This design comes from an exercise in tuning for small area, a short achievable clock period and few clock cycles on the open sky130 flow, not from production work.
Only simulation tests tie the RTL to the original design; equivalence was not proved.

$ cat config.mk
export PLATFORM = sky130hd
export DESIGN_NAME = goertzel_filter
export DESIGN_NICKNAME = goertzel_filter
export VERILOG_FILES = /design/flow/design.v
export SDC_FILE = /design/flow/constraint.sdc
export NUM_CORES = 4
export LEC_CHECK = 0
export CAP_MARGIN = 20
export CORE_MARGIN = 2
export CORE_UTILIZATION = 40
export SLEW_MARGIN = 20
$ cat constraint.sdc
create_clock -name core_clock -period 22.0 [get_ports {clk}]
set_input_delay 4.4000 -clock core_clock [delete_from_list [all_inputs] [get_ports {clk}]]
set_output_delay 4.4000 -clock core_clock [all_outputs]
set_load 0.01 [all_outputs]
$ cat design.v
module gf_fmul (
    input  wire [31:0] a,
    input  wire [31:0] b,
    output reg  [31:0] y
);
    wire        sa = a[31];
    wire        sb = b[31];
    wire [7:0]  ea = a[30:23];
    wire [7:0]  eb = b[30:23];
    wire [22:0] ma = a[22:0];
    wire [22:0] mb = b[22:0];
    wire a_nan  = (ea == 8'hff) && (ma != 0);
    wire b_nan  = (eb == 8'hff) && (mb != 0);
    wire a_inf  = (ea == 8'hff) && (ma == 0);
    wire b_inf  = (eb == 8'hff) && (mb == 0);
    wire a_zero = (ea == 8'h00) && (ma == 0);
    wire b_zero = (eb == 8'h00) && (mb == 0);
    wire sy     = sa ^ sb;
    wire [23:0] siga = {ea != 0, ma};
    wire [23:0] sigb = {eb != 0, mb};
    wire [9:0]  expa = (ea == 0) ? 10'd1 : {2'b00, ea};
    wire [9:0]  expb = (eb == 0) ? 10'd1 : {2'b00, eb};
    wire [47:0] prod = siga * sigb;
    reg [5:0] lz;
    integer i;
    always @* begin
        lz = 6'd48;
        for (i = 0; i < 48; i = i + 1)
            if (prod[i]) lz = 6'd47 - i[5:0];
    end
    wire [47:0] norm = prod << lz;
    wire signed [11:0] e_norm = $signed({2'b00, expa}) + $signed({2'b00, expb})
                              - 12'sd126 - $signed({6'b0, lz});
    reg  [6:0]  sh;
    reg  [95:0] den;
    reg  [7:0]  ef;
    reg  [22:0] fr;
    reg         g, st, ru;
    always @* begin
        if (e_norm > 0) begin
            sh = 7'd0;
            ef = e_norm[7:0];
        end else begin
            sh = (e_norm < -12'sd48) ? 7'd50 : (7'd1 - e_norm[6:0]);
            ef = 8'd0;
        end
        den = {norm, 48'b0} >> sh;
        fr  = den[94:72];
        g   = den[71];
        st  = |den[70:0];
        ru  = g & (st | fr[0]);
        if (a_nan || b_nan || (a_inf && b_zero) || (a_zero && b_inf))
            y = 32'h7fc00000;
        else if (a_inf || b_inf)
            y = {sy, 8'hff, 23'b0};
        else if (a_zero || b_zero)
            y = {sy, 31'b0};
        else if (e_norm >= 12'sd255)
            y = {sy, 8'hff, 23'b0};
        else
            y = {sy, {ef, fr} + {30'b0, ru}};
    end
endmodule
module gf_fadd (
    input  wire [31:0] a,
    input  wire [31:0] b,
    output reg  [31:0] y
);
    wire a_nan = (a[30:23] == 8'hff) && (a[22:0] != 0);
    wire b_nan = (b[30:23] == 8'hff) && (b[22:0] != 0);
    wire a_inf = (a[30:23] == 8'hff) && (a[22:0] == 0);
    wire b_inf = (b[30:23] == 8'hff) && (b[22:0] == 0);
    wire        swap = (b[30:0] > a[30:0]);
    wire [31:0] x = swap ? b : a;
    wire [31:0] z = swap ? a : b;
    wire        sx = x[31];
    wire        sz = z[31];
    wire [7:0]  ex = x[30:23];
    wire [7:0]  ez = z[30:23];
    wire [23:0] sigx = {ex != 0, x[22:0]};
    wire [23:0] sigz = {ez != 0, z[22:0]};
    wire [7:0]  expx = (ex == 0) ? 8'd1 : ex;
    wire [7:0]  expz = (ez == 0) ? 8'd1 : ez;
    wire [7:0]  d = expx - expz;
    wire        sub = sx ^ sz;
    wire [26:0] fx = {sigx, 3'b000};
    reg  [26:0] fz;
    reg  [27:0] s;
    reg  [26:0] sn;
    reg  [4:0]  lz;
    reg  [4:0]  lzl;
    reg  [8:0]  er;
    reg  [7:0]  ef;
    reg  [22:0] fr;
    reg         g, st, ru;
    reg  [26:0] lost;
    integer i;
    always @* begin
        lost = 27'b0;
        lzl  = 5'd0;
        if (d >= 8'd27) begin
            fz = {26'b0, |sigz};
        end else begin
            fz   = {sigz, 3'b000} >> d;
            lost = {sigz, 3'b000} << (8'd27 - d);
            fz[0] = fz[0] | (|lost);
        end
        if (sub) s = {1'b0, fx} - {1'b0, fz};
        else     s = {1'b0, fx} + {1'b0, fz};
        lz = 5'd27;
        for (i = 0; i < 27; i = i + 1)
            if (s[i]) lz = 5'd26 - i[4:0];
        if (s[27]) begin
            sn = {s[27:2], s[1] | s[0]};
            er = {1'b0, expx} + 9'd1;
        end else begin
            if (expx - 8'd1 < {3'b0, lz}) lzl = expx[4:0] - 5'd1;
            else                           lzl = lz;
            sn = s[26:0] << lzl;
            er = {1'b0, expx} - {4'b0, lzl};
        end
        ef = sn[26] ? er[7:0] : 8'd0;
        fr = sn[25:3];
        g  = sn[2];
        st = sn[1] | sn[0];
        ru = g & (st | fr[0]);
        if (a_nan || b_nan || (a_inf && b_inf && (a[31] != b[31])))
            y = 32'h7fc00000;
        else if (a_inf || b_inf)
            y = a_inf ? a : b;
        else if (s == 0)
            y = {a[31] & b[31], 31'b0};
        else if (er >= 9'd255)
            y = {sx, 8'hff, 23'b0};
        else
            y = {sx, {ef, fr} + {30'b0, ru}};
    end
endmodule
module goertzel_filter (
    input  wire        clk,
    input  wire        rst,
    input  wire        in_valid,
    output wire        in_ready,
    input  wire [1:0]  in_op,
    input  wire [31:0] in_data,
    output reg         out_valid,
    output reg  [31:0] out_mag,
    output reg         out_nonfinite
);
    localparam OP_SAMPLE = 2'd0;
    localparam OP_BLKEND = 2'd1;
    localparam OP_COEFF  = 2'd2;
    localparam S_IDLE  = 4'd0;
    localparam S_SMUL  = 4'd1;    
    localparam S_SSUB  = 4'd2;    
    localparam S_SADD  = 4'd3;    
    localparam S_M11   = 4'd4;    
    localparam S_M22   = 4'd5;    
    localparam S_M12   = 4'd6;    
    localparam S_MC    = 4'd7;    
    localparam S_ADD   = 4'd8;    
    localparam S_SUB   = 4'd9;    
    localparam S_CHECK = 4'd10;   
    localparam S_SQRT  = 4'd11;   
    localparam S_ROUND = 4'd12;   
    reg  [3:0]  state;
    reg  [31:0] coeff;
    reg  [31:0] q1, q2;
    reg  [15:0] xs;           
    reg  [31:0] ta, tb, tc;   
    assign in_ready = (state == S_IDLE);
    reg  [31:0] mul_a, mul_b, add_a, add_b;
    wire [31:0] mul_y, add_y;
    gf_fmul u_mul (.a(mul_a), .b(mul_b), .y(mul_y));
    gf_fadd u_add (.a(add_a), .b(add_b), .y(add_y));
    wire        xneg = xs[15];
    wire [15:0] xabs = xneg ? (16'd0 - xs) : xs;
    reg  [3:0]  xpos;
    integer k;
    always @* begin
        xpos = 4'd0;
        for (k = 0; k < 16; k = k + 1)
            if (xabs[k]) xpos = k[3:0];
    end
    wire [22:0] xfrac = {xabs, 7'b0} << (5'd16 - {1'b0, xpos});
    wire [31:0] xf = (xabs == 0) ? 32'h0 : {xneg, 8'd127 + {4'b0, xpos}, xfrac};
    always @* begin
        mul_a = q1;
        mul_b = q1;
        add_a = ta;
        add_b = tb;
        case (state)
            S_SMUL: begin mul_a = coeff; mul_b = q1; end
            S_SSUB: begin add_a = ta;    add_b = {~q2[31], q2[30:0]}; end
            S_SADD: begin add_a = ta;    add_b = xf; end
            S_M11:  begin mul_a = q1;    mul_b = q1; end
            S_M22:  begin mul_a = q2;    mul_b = q2; end
            S_M12:  begin mul_a = q1;    mul_b = q2; end
            S_MC:   begin mul_a = tc;    mul_b = coeff; end
            S_ADD:  begin add_a = ta;    add_b = tb; end
            S_SUB:  begin add_a = ta;    add_b = {~tc[31], tc[30:0]}; end
            default: ;
        endcase
    end
    wire [23:0] m_sig = {ta[30:23] != 0, ta[22:0]};
    reg  [4:0]  m_lz;
    always @* begin
        m_lz = 5'd0;
        for (k = 0; k < 24; k = k + 1)
            if (m_sig[k]) m_lz = 5'd23 - k[4:0];
    end
    wire [23:0] m_norm = m_sig << m_lz;
    wire signed [9:0] m_exp = ((ta[30:23] == 0) ? 10'sd1 : $signed({2'b00, ta[30:23]}))
                            - 10'sd127 - $signed({5'b0, m_lz});
    reg  [51:0] rad;          
    reg  [27:0] rem;
    reg  [25:0] root;
    reg  [4:0]  cnt;
    reg  [7:0]  r_exp;        
    wire [29:0] rem_sh = {rem, rad[51:50]};
    wire [29:0] trial  = {2'b00, root, 2'b01};
    wire        take   = (rem_sh >= trial);
    wire        r_g  = root[1];
    wire        r_st = root[0] | (rem != 0);
    wire        r_up = r_g & (r_st | root[2]);
    always @(posedge clk) begin
        if (rst) begin
            state         <= S_IDLE;
            coeff         <= 32'h0;
            q1            <= 32'h0;
            q2            <= 32'h0;
            out_valid     <= 1'b0;
            out_mag       <= 32'h0;
            out_nonfinite <= 1'b0;
        end else begin
            out_valid <= 1'b0;
            case (state)
                S_IDLE: begin
                    if (in_valid) begin
                        case (in_op)
                            OP_SAMPLE: begin
                                xs    <= in_data[15:0];
                                state <= S_SMUL;
                            end
                            OP_BLKEND: state <= S_M11;
                            OP_COEFF: begin
                                if (in_data[30:23] == 8'hff && in_data[22:0] != 0)
                                    coeff <= coeff;
                                else if (in_data[30:0] > 31'h40000000)
                                    coeff <= {in_data[31], 31'h40000000};
                                else
                                    coeff <= in_data;
                            end
                            default: ;
                        endcase
                    end
                end
                S_SMUL: begin ta <= mul_y; state <= S_SSUB; end
                S_SSUB: begin ta <= add_y; state <= S_SADD; end
                S_SADD: begin
                    q2    <= q1;
                    q1    <= add_y;
                    state <= S_IDLE;
                end
                S_M11: begin ta <= mul_y; state <= S_M22; end
                S_M22: begin tb <= mul_y; state <= S_M12; end
                S_M12: begin tc <= mul_y; state <= S_MC; end
                S_MC:  begin tc <= mul_y; state <= S_ADD; end
                S_ADD: begin ta <= add_y; state <= S_SUB; end
                S_SUB: begin
                    ta    <= add_y;
                    q1    <= 32'h0;
                    q2    <= 32'h0;
                    state <= S_CHECK;
                end
                S_CHECK: begin
                    if (ta[30:23] == 8'hff) begin
                        out_valid     <= 1'b1;
                        out_nonfinite <= 1'b1;
                        out_mag       <= (ta[22:0] == 0 && !ta[31]) ? 32'h7f800000 : 32'h0;
                        state         <= S_IDLE;
                    end else if (ta[31] || ta[30:0] == 0) begin
                        out_valid     <= 1'b1;
                        out_nonfinite <= 1'b0;
                        out_mag       <= 32'h0;
                        state         <= S_IDLE;
                    end else begin
                        if (m_exp[0]) begin
                            rad   <= {m_norm, 28'b0};
                            r_exp <= m_exp[8:1] + 8'd127;
                        end else begin
                            rad   <= {1'b0, m_norm, 27'b0};
                            r_exp <= m_exp[8:1] + 8'd127;
                        end
                        rem   <= 28'd0;
                        root  <= 26'd0;
                        cnt   <= 5'd25;
                        state <= S_SQRT;
                    end
                end
                S_SQRT: begin
                    rad  <= {rad[49:0], 2'b00};
                    if (take) begin
                        rem  <= rem_sh[27:0] - trial[27:0];
                        root <= {root[24:0], 1'b1};
                    end else begin
                        rem  <= rem_sh[27:0];
                        root <= {root[24:0], 1'b0};
                    end
                    cnt <= cnt - 5'd1;
                    if (cnt == 0) state <= S_ROUND;
                end
                S_ROUND: begin
                    out_valid     <= 1'b1;
                    out_nonfinite <= 1'b0;
                    out_mag       <= {1'b0, {r_exp, root[24:2]} + {30'b0, r_up}};
                    state         <= S_IDLE;
                end
                default: state <= S_IDLE;
            endcase
        end
    end
endmodule
$ cat run.sh
#!/bin/bash
# synth_recipe.tcl (not shown) runs the flow's synth.tcl, then flattens the netlist and writes it again
# the make line also repeats each setting of config.mk as NAME=value (left out here)
make -C /OpenROAD-flow-scripts/flow DESIGN_CONFIG=/design/flow/config.mk WORK_HOME=/design/flow/orfs CLKGATE_MAP_FILE= SYNTH_SCRIPT=/design/flow/synth_recipe.tcl finish
==> flow_summary.json <==
{
  "min_period_ps": 20640,
  "fin_skew_ps": 28.92,
  "hpwl_um": 202600,
  "arrival_ps": 20970,
  "use_met3_pct": 5.799,
  "busiest_layer": "met2",
  "synth_fp_nets": 8809,
  "detail-route-antenna-nets": 0,
  "clkSinkCount": 337,
  "fin_util_pct": 43.46,
  "finalWirelength_um": 257100,
  "drtIter0Drc": 7638,
  "ys_seq_area_share_pct": 14.46,
  "place_congestion": 1.027,
  "status": "no timing/DRC/antenna violations",
  "p_leak_uw": 0.02573,
  "cp_slowest_cell": "or4_4",
  "netlist_top_cells_area": "fa_1 16%, edfxtp_1 10%, ha_1 7.3%",
  "ys_ff_latch": 337,
  "clk_pin_slew_worst_paths_ps": 60,
  "fin_cells": 9839,
  "std_cell_rows": 143,
  "slew_headroom_pct": 12.36,
  "grt_pass1_vias": 59900,
  "hold_class": "flop to flop",
  "cts_tree": "done",
  "die_height_um": 393.9,
  "setup.worst_path.start_class": "flop",
  "cts-buffers-inserted": 40,
  "vdd_drop_max_mv": 0.1336,
  "ys_top_cells_by_count": "1114 x nor2_1, 761 x inv_1, 716 x nand2_1",
  "met1_usage_pct": 46.44,
  "hold_violations": 0,
  "max_stage_delay_ps": 670,
  "overflow": 0,
  "fin_area_um2": 65790,
  "avgSynthCellArea_um2": 7.668,
  "dp_cells": 9754,
  "synth.distinct_cells": 133,
  "drcViolationCount": 0,
  "synth_area_um2": 60790,
  "grt_pass1_wl_um": 387800,
  "setup_violations": 0,
  "area_growth_pct": 8.216,
  "yosysTopAreaCellShare_pct": 16.07,
  "core_area_um2": 151400,
  "crit_fanout": 27,
  "fillers": 15400,
  "ios": 72,
  "placed_area_um2": 64190,
  "fp.dieArea_um2": 155100,
  "dr.pass1.iters": 10,
  "nNetsFinal": 8658,
  "worstPathRequired_ps": 22330,
  "cts-hold-fix-buffers": 0,
  "cts-htree-levels": 2,
  "yosysMostFrequentCell": "nor2_1",
  "drv_cap": 0,
  "num_antenna_cells": 0,
  "syn_inst": 7928,
  "drive_gt1_share_pct": 7.965,
  "grt_start_max_net_pins": 74,
  "powerDensity_nw_per_um2": 122.7,
  "die_w_um": 393.9,
  "grt_use_total_pct": 32.07,
  "cts_root_buffer": "clkbuf_16",
  "crit_type": "flop to flop",
  "wl_per_cell_um": 26.13,
  "post-route-period-util_pct": 93.82,
  "cts.path.max_buffers": 3,
  "start_util_pct": 40.16,
  "ys_async_sr_fraction_pct": 0,
  "avgViaCountPerCell": 6.365,
  "yosysWarnings": 3,
  "slew_viol_final": 0,
  "tightest_slew_ps": 1301,
  "synth-main-ff-cell": "edfxtp_1",
  "hold_slack_ps": 492.3,
  "synth_top_area_cell": "fa_1",
  "numPortBuffers": 70,
  "num_vias": 62630,
  "antenna_found_initial": 4,
  "synth_edf_count": 204,
  "finalPower_uw": 8070,
  "fmax_ghz": 0.04845,
  "end_kind": "flop",
  "clk_latency_ps": 580,
  "gr-usage-met2_pct": 48.24
}
[flip-flops by register name (all words and copies together) (netlist names)]
| name | cells |
|---|---|
| cnt | 5 |
| coeff | 32 |
| out_mag | 31 |
| out_nonfinite | 1 |
| out_valid | 1 |
| q1 | 32 |
| q2 | 32 |
| r_exp | 8 |
| rad | 25 |
| rem | 28 |
| root | 26 |
| state | 4 |
| ta | 32 |
| tb | 32 |
| tc | 32 |
| xs | 16 |
[critical path, delay by kind of cell, from the launching register on]
family,cells,cell delay [ps]
AND/OR/NAND/NOR,25,5620
XOR/XNOR,4,960
flip-flops,1,580
adder cells (fa/ha/maj),8,2330
AO/OA/AOI/OAI,36,8840
multiplexers,1,170
buffers and inverters,10,1910
[cells in the final DEF, fill, tap and decap left out, types with 142 or more instances in the layout]
cell / n
nand2_1: 714
edfxtp_1: 204
nor2_1: 1105
nand3_1: 223
xnor2_1: 142
nor3_1: 189
mux2i_1: 225
o21ai_0: 320
a21oi_1: 426
buf_4: 217
ha_1: 354
fa_1: 487
inv_1: 760
[cell families after synthesis]
group                      Yosys count  synth area share (%)
other                                1              0.006168
AOI/OAI and AO/OA                 2038                 23.34
xor gates and xnor gates           209                 3.011
adders and majority gates          844                 23.40
muxes                              305                 5.411
buffers and inverters             1257                 7.940
and+or+nand+nor                   2937                 22.44
DFF                                337                 14.46
[power breakdown]
| group | total [uW] | internal [uW] | switching [uW] |
|---|---|---|---|
| logic | 6590 | 2110 | 4470 |
| registers | 796 | 714 | 81.5 |
| clock network | 689 | 402 | 287 |
[per-layer routing]
metal  share of wire [%]  up-vias  routed length (um)
li1                    -    27840                   -
met1                  43    30770              111800
met2                  43     3471              109800
met3                  10      540               26350
met4                 3.5        6                9125
met5               0.018        -                  46
[final cells by class]
cell class / instances / area [um^2] / share of cell area (%)
tap: 2030 / 2540 / 3.861
timing repair buffer: 291 / 2357 / 3.583
multi-input combinational: 6335 / 47850 / 72.73
clock inverter: 22 / 217.7 / 0.3309
clock buffer: 52 / 1130 / 1.717
sequential: 337 / 8790 / 13.36
inverter: 772 / 2907 / 4.418
[metrics by stage]
step | TNS [ps] | setup slack, ps
floorplan | 0 | 1918
global placement | 0 | 921.8
detailed placement | 0 | 541.2
CTS | 0 | 445.6
global route | -52.68 | -23.91
finish | 0 | 1359
[timing repair]
item	CTS	global route
buffers inserted	0	10
endpoints found under the setup margin	0	62
gates resized for setup	0	34
[path summary, 6_finish.rpt]
path | startpoint | endpoint | depth (start not counted) | slack [ps]
worst max-delay path | xs[5] | ta[25] | 84 | 1360
worst max register to register | xs[5] | ta[25] | 84 | 1360
worst min register to register | q2[14] | q2[14] | 2 | 490
worst min-delay path | q2[14] | q2[14] | 2 | 490
Testbench counts, summed over its fixed seeds: cycles 60,976.

[afterwards: timing with drivers on the ports]
No port has a modelled driver above. Below, the same layout with a new extraction and two added sets of constraints. Step 1: set_driving_cell puts a clkbuf_16 on clk and a buf_2 on each other input, an assumption about the parent block. Step 2 moves the port delays by t, midway between the first and last clock arrival at a register: inputs arrive t later, outputs are due t later. That takes back most of the time a late clock gives input paths. Slacks: ideal ports / drivers / drivers and shift; pairs: ideal ports / drivers.
t, ns: 0.619
slack for setup (ns): 1.359 / 1.359 / 1.359
worst setup path at the end: register to register
cell pins on the clock port's net: 1
After both steps setup and hold are still met in this run. The setup slack of this run moves by 0.000 ns with the drivers and by 0.000 ns with both steps.
